Source: an optimization exercise on an open RTL-to-GDS flow (aim: small area, a short achievable clock period and few clock cycles). Production flows keep margins and buffers that such runs may drop. In this exercise RTL edits were held to simulation tests only and were not proved equivalent to the original. Power figures rest on the tool's default switching activity, not on a simulated workload.

run A:
==> flow/design.v (excerpt) <==
module wzwave_fbs (
    input  wire        clk,
    input  wire        rst,
    input  wire        in_valid,
    input  wire [7:0]  in_data,
    output wire        in_ready,
    output wire        out_valid,
    input  wire        out_ready,
    output wire        out_hdr,
    output wire        out_last,
    output wire [3:0]  out_type,
    output wire [71:0] out_data
);
    localparam integer KB = 1;                
    localparam [3:0] C_CTL  = 4'd0,  C_MIS  = 4'd1,  C_BAD  = 4'd2,  C_MAL  = 4'd3,
                     C_VER  = 4'd4,  C_MEM  = 4'd5,  C_SUC  = 4'd6,  C_INIT = 4'd7,
                     C_NPI  = 4'd8,  C_SEND = 4'd9,  C_RNI  = 4'd10, C_UPD  = 4'd11,
                     C_ROUT = 4'd12, C_CMD  = 4'd13, C_OPQ  = 4'd14, C_SCB  = 4'd15;
    localparam [3:0] A_NOP = 4'd0, A_LEN = 4'd1, A_HW  = 4'd2,
                     A_SHP = 4'd4, A_HDR = 4'd6, A_DAT = 4'd7,
                     A_MSK = 4'd8, A_XOR = 4'd9;
    function [1:0] off0(input [3:0] code);
        case (code)
            C_SUC, C_SEND, C_RNI, C_SCB, C_MEM, C_INIT, C_ROUT: off0 = 2'd3;
            default: off0 = 2'd0;
        endcase
    endfunction
    reg  [7:0]    T;
    reg  [2047:0] ring;
    wire          we;
    wire [7:0]    wd;
    reg  [7:0]    sel;
    always @(posedge clk) begin
        if (rst) T <= 8'd0;
        else     T <= T + 8'd1;
        ring <= {ring[2039:0], we ? wd : ring[2047:2040]};
    end
    wire [7:0] amask   = (8'd1 << KB) - 8'd1;
    wire [7:0] rdat    = ring[{sel & ~amask, 3'b000} +: 8];
    wire       aligned = ((sel & amask) == 8'd0);
    reg  [7:0] b, sk;
    reg        bv, skv;
    wire       take;
    reg        irdy;          
    assign in_ready = irdy;
    wire in_fire = in_valid & ~skv;
    always @(posedge clk) begin
        irdy <= rst || !((take || !bv) ? 1'b0 : (skv || in_fire));
        if (rst) begin
            bv  <= 1'b0;
            skv <= 1'b0;
        end else if (take || !bv) begin
            if (skv) begin
                b   <= sk;
                bv  <= 1'b1;
                skv <= 1'b0;
            end else begin
                b   <= in_data;
                bv  <= in_fire;
            end
        end else if (in_fire) begin
            sk  <= in_data;
            skv <= 1'b1;
        end
    end
    reg  [11:0] qm [0:11];
    reg  [3:0]  qwp, qrp, qrp1;
    reg  [4:0]  qn;
  ...
Size in the first run: roughly 5300 cells after synthesis, roughly 2500 flip-flops, about 92 I/O pins.
Settings: LEC_CHECK=0, CAP_MARGIN=20, CORE_MARGIN=2, CORE_UTILIZATION=40, CTS_CLUSTER_DIAMETER=60, CTS_CLUSTER_SIZE=24, SLEW_MARGIN=20, SYNTH_HIERARCHICAL=1; clock period 10.0 ns.
standard.sh (not shown) runs the stock make flow with config.mk's settings and CLKGATE_MAP_FILE= SYNTH_SCRIPT=/design/flow/synth_recipe.tcl, a recipe that flattens the netlist after the stock synthesis.
==> flow/flow/run.sh <==
#!/bin/bash
# The standard layout (the standard.sh: ORFS synthesis through finish) with a
# tighter timing-repair target: repair_timing aims at a setup slack of
# SETUP_SLACK_MARGIN ns at the design's clock period, may resize cells across
# footprints, and the port buffers start out as buf_4 cells.
set -euo pipefail
bash standard.sh SETUP_SLACK_MARGIN=7.0 MATCH_CELL_FOOTPRINT=0 \
    "BUFFER_PORTS_ARGS=-buffer_cell sky130_fd_sc_hd__buf_4" finish > standard.log 2>&1
Run A closes out successfully: all stages finished, all timing, DRC and antenna checks passed.
Testbench counts of run A, summed over its fixed seeds: cycles 31,867.
Setup changes, run A to run B
# run A
export LEC_CHECK = 0
export CAP_MARGIN = 20
export CORE_MARGIN = 2
export CORE_UTILIZATION = 40
export CTS_CLUSTER_DIAMETER = 60
export CTS_CLUSTER_SIZE = 24
export SLEW_MARGIN = 20
export SYNTH_HIERARCHICAL = 1
create_clock -name core_clock -period 10.0 [get_ports {clk}]
# run B
export LEC_CHECK = 0
export CAP_MARGIN = 20
export CORE_MARGIN = 2
export CORE_UTILIZATION = 40
export CTS_CLUSTER_DIAMETER = 60
export CTS_CLUSTER_SIZE = 24
export SLEW_MARGIN = 20
export SYNTH_HIERARCHICAL = 1
export TNS_END_PERCENT = 10
create_clock -name core_clock -period 10.0 [get_ports {clk}]
## What came out
[compare] base=run A new=run B: via count decreased 1467; violation count after the first detailed-routing iteration shows a reduction of 16%; proportion of total power due to net switching saw a decrease; number of gates resized after CTS saw a decrease. The clock-buffer cell count of run B falls short of that of run A by 13. First-pass GRT wire length for run B is lower than for run A. Run A has a higher power share of the combinational group than run B.
For run C, these inputs were changed with respect to run B:
# run B
export LEC_CHECK = 0
export CAP_MARGIN = 20
export CORE_MARGIN = 2
export CORE_UTILIZATION = 40
export CTS_CLUSTER_DIAMETER = 60
export CTS_CLUSTER_SIZE = 24
export SLEW_MARGIN = 20
export SYNTH_HIERARCHICAL = 1
export TNS_END_PERCENT = 10
create_clock -name core_clock -period 10.0 [get_ports {clk}]
# run C
export LEC_CHECK = 0
export CAP_MARGIN = 20
export CORE_MARGIN = 2
export CORE_UTILIZATION = 40
export CTS_CLUSTER_DIAMETER = 60
export CTS_CLUSTER_SIZE = 24
export SLEW_MARGIN = 20
export SYNTH_HIERARCHICAL = 1
create_clock -name core_clock -period 10.0 [get_ports {clk}]
diff --git a/flow/flow/run.sh b/flow/flow/run.sh
--- a/flow/flow/run.sh
+++ b/flow/flow/run.sh
@@ -7 +7 @@
-bash standard.sh SETUP_SLACK_MARGIN=7.0 MATCH_CELL_FOOTPRINT=0 \
+bash standard.sh SETUP_SLACK_MARGIN=6.8 MATCH_CELL_FOOTPRINT=0 \
Findings:
- Multi-input logic cell count essentially unchanged between run B and run C.
- Run B has a higher power dissipated in combinational cells than run C.
- Summary: with run B as the reference, routed via count divided by cell count in run C moved down slightly.
- Final routed wirelength across all metal layers across run B and run C: no real change.
[inputs] run D vs run C
diff --git a/flow/flow/run.sh b/flow/flow/run.sh
--- a/flow/flow/run.sh
+++ b/flow/flow/run.sh
@@ -7 +7 @@
-bash standard.sh SETUP_SLACK_MARGIN=6.8 MATCH_CELL_FOOTPRINT=0 \
+bash standard.sh SETUP_SLACK_MARGIN=6.6 MATCH_CELL_FOOTPRINT=0 \
- The worst hold slack of run D and that of run C are within noise of each other.
- Number of vias in the routed layout: run C vs run D, no meaningful difference
- Delta (run D minus run C): cell area moved down, transition time at the pin with the least slew margin moved up.

static timing again, ports no longer ideal:
How much do the figures lean on ideal ports? The routed layouts below were timed once more, with nothing changed but the port constraints. Step 1 sets driving cells, clkbuf_16 on the clock port and buf_2 on the other inputs (assumed; they add their load-dependent delay and slew). Step 2, shift: input delay + t, output delay - t, t = (earliest + latest rising clock arrival at the registers) / 2. This alone moves slack from input paths to output paths. Three values: ideal ports, drivers, drivers and shift; two values: the first two.
| run | t (ns) | slack for setup (ns) | hold slack, ns | latest minus earliest clock arrival (ns) | slew at the worst register clock pin (ns) |
|---|---|---|---|---|---|
| run A | 0.871 | 6.512 / 6.435 / 6.274 | 0.317 / 0.317 / 0.317 | 0.062 / 0.061 | 0.10 / 0.10 |
| run B | 0.882 | 6.543 / 6.465 / 5.753 | 0.312 / 0.312 / 0.312 | 0.042 / 0.042 | 0.09 / 0.09 |
| run C | 0.886 | 6.543 / 6.462 / 6.147 | 0.312 / 0.312 / 0.312 | 0.046 / 0.046 | 0.09 / 0.09 |
| run D | 0.884 | 6.500 / 6.419 / 5.890 | 0.314 / 0.314 / 0.314 | 0.083 / 0.082 | 0.09 / 0.09 |
After both steps every run listed still meets setup and hold. For run B, which loses most, drivers alone change the setup slack by -0.078 ns; drivers and shift together by -0.790 ns.
